This design comes from an exercise in tuning for small area on the open sky130 flow, not from production work.
In this exercise RTL edits were held to simulation tests only and were not proved equivalent to the original.
Power figures rest on the tool's default switching activity, not on a simulated workload.

==> flow/design.v <==
module tuya_rx_buffer #(
    parameter N = 59
) (
    input  wire       clk,
    input  wire       wr,
    input  wire [7:0] din,
    output wire [7:0] head,     
    output wire [7:0] prev,     
    output wire [7:0] win0,     
    output wire [7:0] win1      
);
    reg [8*N-1:0] ring;
    assign head = ring[8*N-1 -: 8];
    assign prev = ring[7:0];
    assign win0 = ring[47:40];
    assign win1 = ring[39:32];
    always @(posedge clk)
        ring <= {ring[8*N-9:0], wr ? din : head};
endmodule
module tuya_classify (
    input  wire [7:0] cmd,
    output reg  [3:0] kind,
    output reg        handled
);
    always @(*) begin
        case (cmd)
            8'h00: kind = 4'd0;    
            8'h01: kind = 4'd1;    
            8'h02: kind = 4'd2;    
            8'h03: kind = 4'd3;    
            8'h04: kind = 4'd4;    
            8'h05: kind = 4'd5;    
            8'h06: kind = 4'd6;    
            8'h07: kind = 4'd7;    
            8'h08: kind = 4'd8;    
            8'h1C: kind = 4'd9;    
            8'h21: kind = 4'd10;   
            8'h24: kind = 4'd11;   
            default: kind = 4'd12;  
        endcase
        case (kind)
            4'd0, 4'd1, 4'd2, 4'd6, 4'd7, 4'd8, 4'd9, 4'd10: handled = 1'b1;
            default: handled = 1'b0;
        endcase
    end
endmodule
module tuya_rx_framer (
    input  wire        clk,
    input  wire        rst,
    input  wire        in_valid,
    input  wire [7:0]  in_data,
    output wire        in_ready,
    output wire        out_valid,
    input  wire        out_ready,
    output wire [2:0]  out_kind,
    output wire [16:0] out_data,
    output wire [3:0]  out_class,
    output wire        out_last
);
    localparam N      = 58;           
    localparam [2:0] EV_GARBAGE   = 3'd1;
    localparam [2:0] EV_OVERSIZED = 3'd2;
    localparam [2:0] EV_DECODE    = 3'd3;
    localparam [2:0] EV_FRAME     = 3'd4;
    localparam [2:0] EV_PAYLOAD   = 3'd5;
    localparam [2:0] EV_UNKNOWN   = 3'd6;
    localparam [2:0] S_SCAN  = 3'd0;    
    localparam [2:0] S_HSUM  = 3'd1;    
    localparam [2:0] S_SYNC  = 3'd2;    
    localparam [2:0] S_RECV  = 3'd3;    
    localparam [2:0] S_FRAME = 3'd4;    
    localparam [2:0] S_PAY   = 3'd5;    
    localparam [2:0] S_UNK   = 3'd6;    
    localparam [2:0] S_DROP  = 3'd7;    
    reg  [2:0]  state;
    reg  [5:0]  q;        
    reg  [5:0]  w;        
    reg  [5:0]  e;        
    reg         ov;
    reg  [2:0]  ov_kind;
    reg  [16:0] ov_data;
    reg         hd;       
    wire [7:0] head, prev, win0, win1;
    reg        wr;
    tuya_rx_buffer #(.N(N)) u_ring (
        .clk  (clk),
        .wr   (wr),
        .din  (in_data),
        .head (head),
        .prev (prev),
        .win0 (win0),
        .win1 (win1)
    );
    wire [3:0] cls;
    wire       cls_handled;
    tuya_classify u_classify (
        .cmd     (ov_data[7:0]),
        .kind    (cls),
        .handled (cls_handled)
    );
    assign out_valid = ov;
    assign out_kind  = ov_kind;
    assign out_data  = ov_data;
    assign out_class = cls;
    assign out_last  = (w == e);
    wire slot_free = !ov || out_ready;
    function [7:0] add8(input [7:0] a, input [7:0] b);
        integer i;
        reg c;
        begin
            c = 1'b0;
            for (i = 0; i < 8; i = i + 1) begin
                add8[i] = a[i] ^ b[i] ^ c;
                c = (a[i] & b[i]) | (c & (a[i] ^ b[i]));
            end
        end
    endfunction
    function [16:0] inc17(input [16:0] a);
        integer i;
        reg c;
        begin
            c = 1'b1;
            for (i = 0; i < 17; i = i + 1) begin
                inc17[i] = a[i] ^ c;
                c = c & a[i];
            end
        end
    endfunction
    function [5:0] inc6(input [5:0] a);
        integer i;
        reg c;
        begin
            c = 1'b1;
            for (i = 0; i < 6; i = i + 1) begin
                inc6[i] = a[i] ^ c;
                c = c & a[i];
            end
        end
    endfunction
    wire       q_last  = (q == N - 1);
    wire [5:0] q_inc   = q_last ? 6'd0 : inc6(q);
    wire [5:0] w_inc   = inc6(w);
    wire [2:0] n       = w[2:0];
    wire       sync    = (win0 == 8'h55) && (win1 == 8'hAA);
    wire [7:0] acc_in  = (state == S_HSUM) ? head : in_data;
    wire [7:0] acc     = ov_data[7:0];    
    wire [7:0] acc_sum = add8(acc, acc_in);
    wire       len_big = (head[7:6] != 2'd0) || (head[5:3] == 3'b111 && head[2:1] != 2'd0);
    reg accept;
    always @(*) begin
        case (state)
            S_SCAN:  accept = (q == 6'd0) && (n[2:1] != 2'b11 || (n == 3'd6 && !sync));
            S_SYNC:  accept = (q == 6'd0);
            S_RECV:  accept = (w == e) || (q == w);
            S_DROP:  accept = (w == 6'd0) && !ov_data[16];
            default: accept = 1'b0;
        endcase
    end
    assign in_ready = accept;
    wire take = accept && in_valid;
    always @(*) begin
        case (state)
            S_SCAN:  wr = take;
            S_SYNC:  wr = take;
            S_RECV:  wr = take && (w != e);
            default: wr = 1'b0;
        endcase
    end
    always @(posedge clk) begin
        if (ov_kind == EV_FRAME)
            hd <= cls_handled;
    end
    always @(posedge clk) begin
        if (rst) begin
            state   <= S_SCAN;
            q       <= 6'd0;
            w       <= 6'd0;
            ov      <= 1'b0;
        end else begin
            if (ov && out_ready)
                ov <= 1'b0;
            q <= q_inc;
            case (state)
                S_SCAN: begin
                    if (take) begin
                        q   <= q;
                        w   <= w_inc;
                    end
                    if (q == N - 7 && n == 3'd7 && slot_free) begin
                        ov      <= 1'b1;
                        ov_kind <= EV_GARBAGE;
                        ov_data <= {9'd0, head};
                        w       <= 6'd6;
                    end
                    if (q == 6'd0 && n == 3'd6 && sync) begin
                        q     <= 6'd3;
                        w     <= 6'd0;
                        state <= S_HSUM;
                    end
                end
                S_HSUM: begin
                    if (q == N - 3 && slot_free) begin
                        ov_data[16]  <= 1'b0;
                        ov_data[7:0] <= 8'hFF;      
                        w            <= 6'd1;
                    end
                    if (w[0] && q == N - 2)
                        ov_data[15:8] <= head;
                    if (w[0] && (q == N - 2 || q == N - 1 || q[5:1] == 5'd0))
                        ov_data[7:0] <= acc_sum;
                    if (q == 6'd1 && w[0]) begin
                        e   <= head[5:0];
                        w   <= 6'd0;
                        state <= S_SYNC;
                        if ((prev != 8'd0) || len_big) begin
                            ov_data <= {1'b0, ~prev, ~head};
                            state   <= S_DROP;
                        end
                    end
                end
                S_SYNC: begin
                    if (take) begin
                        if (e == 6'd0) begin
                            if (acc != in_data) begin
                                ov      <= 1'b1;
                                ov_kind <= EV_DECODE;
                                ov_data <= 17'd4;
                                state   <= S_SCAN;
                                q       <= 6'd0;
                                w       <= 6'd0;
                            end else
                                state <= S_FRAME;
                        end else begin
                            ov_data[7:0] <= acc_sum;
                            w     <= 6'd1;
                            state <= S_RECV;
                        end
                    end
                end
                S_RECV: begin
                    if (take) begin
                        if (w == e) begin
                            if (acc != in_data) begin
                                ov      <= 1'b1;
                                ov_kind <= EV_DECODE;
                                ov_data <= 17'd4;
                                state   <= S_SCAN;
                                q       <= 6'd0;
                                w       <= 6'd0;
                            end else
                                state <= S_FRAME;
                        end else begin
                            ov_data[7:0] <= acc_sum;
                            w   <= w_inc;
                        end
                    end
                end
                S_FRAME: begin
                    if (q == N - 1 && slot_free) begin
                        ov      <= 1'b1;
                        ov_kind <= EV_FRAME;
                        ov_data[7:0] <= head;
                        w       <= 6'd0;
                        state   <= (e == 6'd0) ? S_UNK : S_PAY;
                    end
                end
                S_PAY: begin
                    if (w == e)
                        state <= S_UNK;
                    else if (q == w && slot_free) begin
                        ov      <= 1'b1;
                        ov_kind <= EV_PAYLOAD;
                        ov_data <= {9'd0, head};
                        w       <= w_inc;
                    end
                end
                S_UNK: begin
                    if (q == N - 1 && slot_free) begin
                        if (!hd) begin
                            ov      <= 1'b1;
                            ov_kind <= EV_UNKNOWN;
                            ov_data <= {9'd0, head};
                        end
                        state <= S_SCAN;
                        q     <= 6'd0;
                        w     <= 6'd0;
                    end
                end
                S_DROP: begin
                    if (w == 6'd0) begin
                        if (take)
                            ov_data <= inc17(ov_data);
                        if (ov_data[16] && q == 6'd1) begin
                            ov_data <= {1'b0, prev, head};
                            w       <= 6'd1;
                        end
                    end else if (w[3]) begin
                        ov      <= 1'b1;
                        ov_kind <= EV_OVERSIZED;
                        state   <= S_SCAN;
                        q       <= 6'd0;
                        w       <= 6'd0;
                    end else begin
                        ov_data <= inc17(ov_data);
                        w       <= w_inc;
                    end
                end
            endcase
        end
    end
endmodule
==> flow/config.mk <==
export PLATFORM = sky130hd
export DESIGN_NAME = tuya_rx_framer
export DESIGN_NICKNAME = tuya_rx_framer
export VERILOG_FILES = /design/flow/design.v
export SDC_FILE = /design/flow/constraint.sdc
export NUM_CORES = 4
export LEC_CHECK = 0
export CAP_MARGIN = 20
export CORE_MARGIN = 2
export CORE_UTILIZATION = 40
export PLACE_DENSITY = 0.6
export SLEW_MARGIN = 20
==> flow/constraint.sdc <==
create_clock -name core_clock -period 10.0 [get_ports {clk}]
set_input_delay 2.0000 -clock core_clock [delete_from_list [all_inputs] [get_ports {clk}]]
set_output_delay 2.0000 -clock core_clock [all_outputs]
set_load 0.01 [all_outputs]
standard.sh (not shown) runs the stock make flow with config.mk's settings and CLKGATE_MAP_FILE= SYNTH_SCRIPT=/design/flow/synth_recipe.tcl, a recipe that flattens the netlist after the stock synthesis.
==> flow/flow/run.sh <==
#!/bin/bash
# The standard layout (standard.sh), with a smaller clock tree (small
# clock buffers, no dummy loads) and the smallest buffer on the ports.
export CTS_ARGS="-sink_clustering_enable -repair_clock_nets -dont_use_dummy_load -buf_list sky130_fd_sc_hd__clkbuf_4 -sink_clustering_size 12 -sink_clustering_max_diameter 40"
export BUFFER_PORTS_ARGS="-buffer_cell sky130_fd_sc_hd__buf_1"
bash standard.sh > standard.log 2>&1
Rerun with:
--- a/flow/design.v
+++ b/flow/design.v
@@ -146,13 +146,14 @@
     wire [7:0] acc     = ov_data[7:0];    
     wire [7:0] acc_sum = add8(acc, acc_in);
     wire       len_big = (head[7:6] != 2'd0) || (head[5:3] == 3'b111 && head[2:1] != 2'd0);
+    wire       len_hit = (ov_data[15:0] == {prev, head});
     reg accept;
     always @(*) begin
         case (state)
             S_SCAN:  accept = (q == 6'd0) && (n[2:1] != 2'b11 || (n == 3'd6 && !sync));
             S_SYNC:  accept = (q == 6'd0);
             S_RECV:  accept = (w == e) || (q == w);
-            S_DROP:  accept = (w == 6'd0) && !ov_data[16];
+            S_DROP:  accept = (w == 6'd0) || (w == 6'd1 && q == 6'd1 && !len_hit);
             default: accept = 1'b0;
         endcase
     end
@@ -211,11 +212,7 @@
                     if (q == 6'd1 && w[0]) begin
                         e   <= head[5:0];
                         w   <= 6'd0;
-                        state <= S_SYNC;
-                        if ((prev != 8'd0) || len_big) begin
-                            ov_data <= {1'b0, ~prev, ~head};
-                            state   <= S_DROP;
-                        end
+                        state <= ((prev != 8'd0) || len_big) ? S_DROP : S_SYNC;
                     end
                 end
                 S_SYNC: begin
@@ -288,12 +285,17 @@
                 end
                 S_DROP: begin
                     if (w == 6'd0) begin
-                        if (take)
-                            ov_data <= inc17(ov_data);
-                        if (ov_data[16] && q == 6'd1) begin
-                            ov_data <= {1'b0, prev, head};
+                        if (take) begin
+                            ov_data <= 17'd0;
                             w       <= 6'd1;
                         end
+                    end else if (w == 6'd1) begin
+                        if (q == 6'd1) begin
+                            if (len_hit)
+                                w <= 6'd2;
+                            if (len_hit || in_valid)
+                                ov_data <= inc17(ov_data);
+                        end
                     end else if (w[3]) begin
                         ov      <= 1'b1;
                         ov_kind <= EV_OVERSIZED;
After rerunning: The new run went through all stages and came out clean. Worst setup slack gets better by 0.043 ns. Fmax climbs slightly. Power shrinks by a few percent. Register-to-register slack gains 0.20 ns. Clock-buffer cell count grows by 1. Design area falls slightly. Via count falls by a few percent. Clock power went up slightly. Non-clock buffer count went down by 2. First-iteration DRC count is lower by well over a third. Worst hold slack is better by 0.014 ns. Cell count shrinks slightly.

## separate check: timing with driven ports
The results above use ideal ports. As a check the final layouts listed here were re-extracted and re-timed, cells and wires unchanged. Step 1: set_driving_cell puts a clkbuf_16 on clk and a buf_2 on each other input, an assumption about the parent block. Step 2, shift: input delay + t, output delay - t, t = (earliest + latest rising clock arrival at the registers) / 2. This alone moves slack from input paths to output paths. Slacks: ideal ports / drivers / drivers and shift; pairs: ideal ports / drivers.
run	t (ns)	slack for setup (ns)	hold WS [ns]	worst register clock-pin slew, ns	cell pins on the clock port's net
the first run	0.688	4.886 / 4.841 / 4.253	0.254 / 0.254 / 0.254	0.12 / 0.12	1
the second run	0.696	4.929 / 4.889 / 4.616	0.268 / 0.268 / 0.268	0.11 / 0.11	1
After both steps every run listed still meets setup and hold. For the first run, which loses most, drivers alone change the setup slack by -0.045 ns; drivers and shift together by -0.633 ns.
